Background: an optimization exercise with open tools, aiming at small area, a short achievable clock period and few clock cycles per item. Do not read the settings as production practice. The RTL was checked by simulation tests, not by an equivalence proof against the original design. Power and IR drop assume default switching activity.

==> v38: inputs <==
## amb_render
module amb_render (
    input  wire        clk,
    input  wire        rst_n,
    input  wire        cmd_valid,
    output wire        cmd_ready,
    input  wire [3:0]  cmd_op,
    input  wire [31:0] cmd_data,
    output reg         resp_valid,
    output reg  [1:0]  resp_err,
    output reg  [31:0] resp_data
);
clock: 22.0 ns
lec_check: 0
cap_margin: 40
cell_pad_in_sites_detail_placement: 1
cell_pad_in_sites_global_placement: 1
core_margin: 2
core_utilization: 38
place_density: 0.52
slew_margin: 30
run.sh (not shown) runs the stock make flow with config.mk's settings and CLKGATE_MAP_FILE= SYNTH_SCRIPT=/design/flow/synth_recipe.tcl, a recipe that flattens the netlist after the stock synthesis.
==> v12 (differences from v38) <==
--- a/flow/design.v
+++ b/flow/design.v
@@ -277,19 +277,17 @@
     wire tv_n   = (run && step == LAST) ? hv : (pend_end ? 1'b0 : (run ? tv : 1'b0));
     wire hv_n   = (!run || step == LAST) ? start_smp : (pend_end ? 1'b0 : hv);
     wire run_n  = hv_n || tv_n;
     wire [5:0] step_n = (!run || pend_end) ? 6'd0 : step + 6'd1;
     wire free_other = !run && dv == 2'd0 && op2 != U_G1 && !zrdy && !zrdy2;
     reg        dvi;          
-    wire       bnd  = !run || pend_end;
-    wire [5:0] stp1 = step + 6'd1;
-    wire [7:0] hop  = head(stp1);
-    wire [7:0] top  = tail(stp1);
-    wire [7:0] cop  = (hv && hop[7:3] != U_NONE) ? hop : tv ? top : {U_NONE, 3'd0};
-    wire [7:0] bop  = start_smp ? head(6'd0) : dvi ? {U_D50, 3'd0} : {U_NONE, 3'd0};
-    wire [7:0] nop  = bnd ? bop : cop;
+    wire [7:0] hop = head(step_n);
+    wire [7:0] top = tail(step_n);
+    wire [7:0] nop = (run_n && hv_n && hop[7:3] != U_NONE) ? hop :
+                     (run_n && tv_n) ? top :
+                     dvi ? {U_D50, 3'd0} : {U_NONE, 3'd0};
     reg  [4:0] smsel;
     wire [4:0] smsel_n = (step_n == 6'd0)  ? 5'b00010 :
                          (step_n == 6'd7)  ? 5'b00001 :
                          (step_n == 6'd14) ? 5'b10000 :
                          (step_n == 6'd32) ? 5'b00100 : 5'b01000;
     wire signed [32:0] sm_c = ({33{smsel[0]}} & {1'b0, cur_cb}) | ({33{smsel[1]}} & {1'b0, cur_cs}) |
@@ -325,13 +323,13 @@
             end
             run  <= run_n;
             step <= run_n ? step_n : 6'd0;
             hv   <= hv_n;
             tv   <= tv_n;
             {op1, arg1} <= nop;
-            {sa, sb, sd, sn} <= bnd ? opsel(bop) : opsel(cop);
+            {sa, sb, sd, sn} <= opsel(nop);
             dvi <= 1'b0;
             smsel <= smsel_n;
             fch   <= fs_half - 26'd1;
             op2  <= op1;
             arg2 <= arg1;
             if (start_smp) cb_v <= 1'b0;
==> flow/config.mk (replaced) <==
export PLATFORM = sky130hd
export DESIGN_NAME = amb_render
export DESIGN_NICKNAME = amb_render
export VERILOG_FILES = /design/flow/design.v
export SDC_FILE = /design/flow/constraint.sdc
export NUM_CORES = 4
export LEC_CHECK = 0
export CAP_MARGIN = 20
export CELL_PAD_IN_SITES_DETAIL_PLACEMENT = 1
export CELL_PAD_IN_SITES_GLOBAL_PLACEMENT = 1
export CORE_MARGIN = 2
export CORE_UTILIZATION = 30
export PLACE_DENSITY = 0.45
export SLEW_MARGIN = 20
==> v11 (differences from v38) <==
--- a/flow/design.v
+++ b/flow/design.v
@@ -296,14 +296,16 @@
                               ({33{smsel[2]}} & {6'd0, cur_drv}) | ({33{smsel[3]}} & {1'b0, cur_og}) |
                               ({33{smsel[4]}} & {{12{cur_det[20]}}, cur_det});
     wire signed [32:0] sm_t = ({33{smsel[0]}} & {1'b0, tgt_cb}) | ({33{smsel[1]}} & {1'b0, tgt_cs}) |
                               ({33{smsel[2]}} & {6'd0, tgt_drv}) | ({33{smsel[3]}} & {1'b0, tgt_og}) |
                               ({33{smsel[4]}} & {{12{tgt_det[20]}}, tgt_det});
     wire signed [32:0] sm_d = sm_t - sm_c;
-    wire signed [25:0] v1s  = lfo_n ? -$signed({1'b0, lfo})  : $signed({1'b0, lfo});
-    wire signed [25:0] v2s  = v2_n  ? -$signed({1'b0, v2})   : $signed({1'b0, v2});
+    wire        vsel = (step == 6'd2);
+    wire [24:0] vm   = vsel ? v2 : lfo;
+    wire signed [25:0] vs = (vsel ? v2_n : lfo_n) ? -$signed({1'b0, vm}) : $signed({1'b0, vm});
+    wire signed [31:0] vh = {{7{vs[25]}}, vs[25:1]};
     wire [45:0] dt = {dr, dq[25]};
     wire [46:0] ds = {1'b0, dt} - {2'b0, dd};
     wire        db = !ds[46];
     wire [26:0] cfs = cb_d[26:0];
     wire [26:0] fs_m1 = fs_q - 27'd1;
     wire [31:0] f0p = (run && step == 6'd16) ? ph1 : modph;
@@ -353,14 +355,16 @@
                 end
                 if (step == 6'd17) begin
                     ph1 <= ph1 + {7'd0, inc1}; modph <= modph + {15'd0, inc_lfo};
                 end
             end
             if (run && tv) begin
+                if (step == 6'd1)
+                    t1 <= vh - {{6{y[25]}}, y};
                 if (step == 6'd2)
-                    t1 <= {{7{v1s[25]}}, v1s[25:1]} + {{7{v2s[25]}}, v2s[25:1]} - {{6{y[25]}}, y};
+                    t1 <= t1 + vh;
                 if (step == 6'd8)
                     big <= ($signed(u20) >= 31'sd16777216) || ($signed(u20) <= -31'sd16777216);
             end
             if (dbusy) begin
                 dr   <= db ? ds[44:0] : dt[44:0];
                 dq   <= {dq[24:0], db};
--- a/flow/config.mk
+++ b/flow/config.mk
@@ -6,9 +6,9 @@
 export NUM_CORES = 4
 export LEC_CHECK = 0
 export CAP_MARGIN = 40
 export CELL_PAD_IN_SITES_DETAIL_PLACEMENT = 1
 export CELL_PAD_IN_SITES_GLOBAL_PLACEMENT = 1
 export CORE_MARGIN = 2
-export CORE_UTILIZATION = 38
-export PLACE_DENSITY = 0.52
+export CORE_UTILIZATION = 30
+export PLACE_DENSITY = 0.45
 export SLEW_MARGIN = 30
==> comparison <==
- v12 ran to the end with no violations. v38 completed with no timing, DRC or antenna violations. v11 completed with no timing, DRC or antenna violations.
- Sequential cell count is the same in v38 and v11.
- In v11 the first-iteration DRC count is lower than in v12, by 1.4%.
- The highest critical path depth belongs to v11, the lowest to v38.
- The highest routed wire length belongs to v12, the lowest to v38.
- Sequential power is about the same in v38 and v12.
- Global-route usage: v11 < v12 < v38.
- Sequential share of layout area: v38 > v12 > v11.
- The highest count of clock-buffer cells in the layout belongs to v11, the lowest to v38.
- Maximum frequency: v38 < v11 < v12.
- Clock power is about the same in v38 and v11.
- Power, highest first: v12, v11, v38.
==> figures <==
Switch share: v12 26.7%; v11 26.8%; v38 26.6%
Buffers, non-clock: v12 677; v11 730; v38 678
Final standard cell utilization of the core: v12 34.4%; v11 34.5%; v38 43.0%
Floorplan die area: v12 362000 sq um; v11 369000 sq um; v38 289000 sq um
Leakage power figure: v12 44.8 nW; v11 45.8 nW; v38 45.1 nW
Pre-CTS setup slack: v12 14.56 ns; v11 13.51 ns; v38 13.89 ns
Net switching power: v12 0.00175 W; v11 0.00172 W; v38 0.00170 W
Wire length on met3: v12 73.1 mm; v11 71.1 mm; v38 85.0 mm
Final Total Pwr: v12 0.00656 W; v11 0.00640 W; v38 0.00639 W
Share of the clock period used by the worst path after layout: v12 33.8%; v11 35.0%; v38 35.6%
CTS sink count: v12 1447; v11 1452; v38 1452
Relative contribution of the clock network to total power: v12 54.2%; v11 52.8%; v38 52.7%
Hold Path Sink: v12 arg2[2]; v11 resp_data[13]; v38 arg2[1]
Worst ir drop on vdd: v12 0.0606 mV; v11 0.0579 mV; v38 0.0581 mV
Max Clock Skew: v12 0.111 ns; v11 0.0521 ns; v38 0.0609 ns
Setup slack of the most critical reg-to-reg path: v12 14.55 ns; v11 14.31 ns; v38 14.16 ns
Area of combinational cells with multiple inputs: v12 71700 sq um; v11 73800 sq um; v38 72900 sq um
Total area of sequential cells: v12 29400 sq um; v11 29500 sq um; v38 29500 sq um
Fill cell total of the finished layout: v12 41772; v11 42401; v38 33461
Worst path setup slack after routing: v12 14.55 ns; v11 14.31 ns; v38 14.16 ns
Result of the run: v12 finished clean; v11 finished clean; v38 finished clean
Hold path depth: v12 1; v11 2; v38 1
Synthesized-area fraction occupied by ao, oa, aoi and oai cells: v12 25.9%; v11 26.8%; v38 26.0%
Testbench counts of v38, summed over its fixed seeds: cycles 170,292, samples 4,640.
Testbench counts of v12, summed over its fixed seeds: cycles 170,292, samples 4,640.
Testbench counts of v11, summed over its fixed seeds: cycles 170,292, samples 4,640.

## re-timing with driven ports
The results above use ideal ports. As a check the final layouts listed here were re-extracted and re-timed, cells and wires unchanged.
Step 1: set_driving_cell puts a clkbuf_16 on clk and a buf_2 on each other input, an assumption about the parent block.
Step 2 times the ports against the registers' clock, not the clock port: input delays grow and output delays shrink by t, the midpoint of the rising clock arrivals with the driver on.
a / b / c = no drivers / after step 1 / after step 2; a / b = the first two.
run	t, ns	setup slack, ns	worst slew at a driven data input, ns
v38	1.006	14.158 / 14.158 / 13.708	0.08
v12	1.059	14.555 / 14.555 / 14.424	0.05
v11	1.030	14.310 / 14.310 / 13.409	0.06
After both steps every run listed still meets setup and hold. The setup slack of v11, which loses most, moves by 0.000 ns with the drivers and by -0.901 ns with both steps.
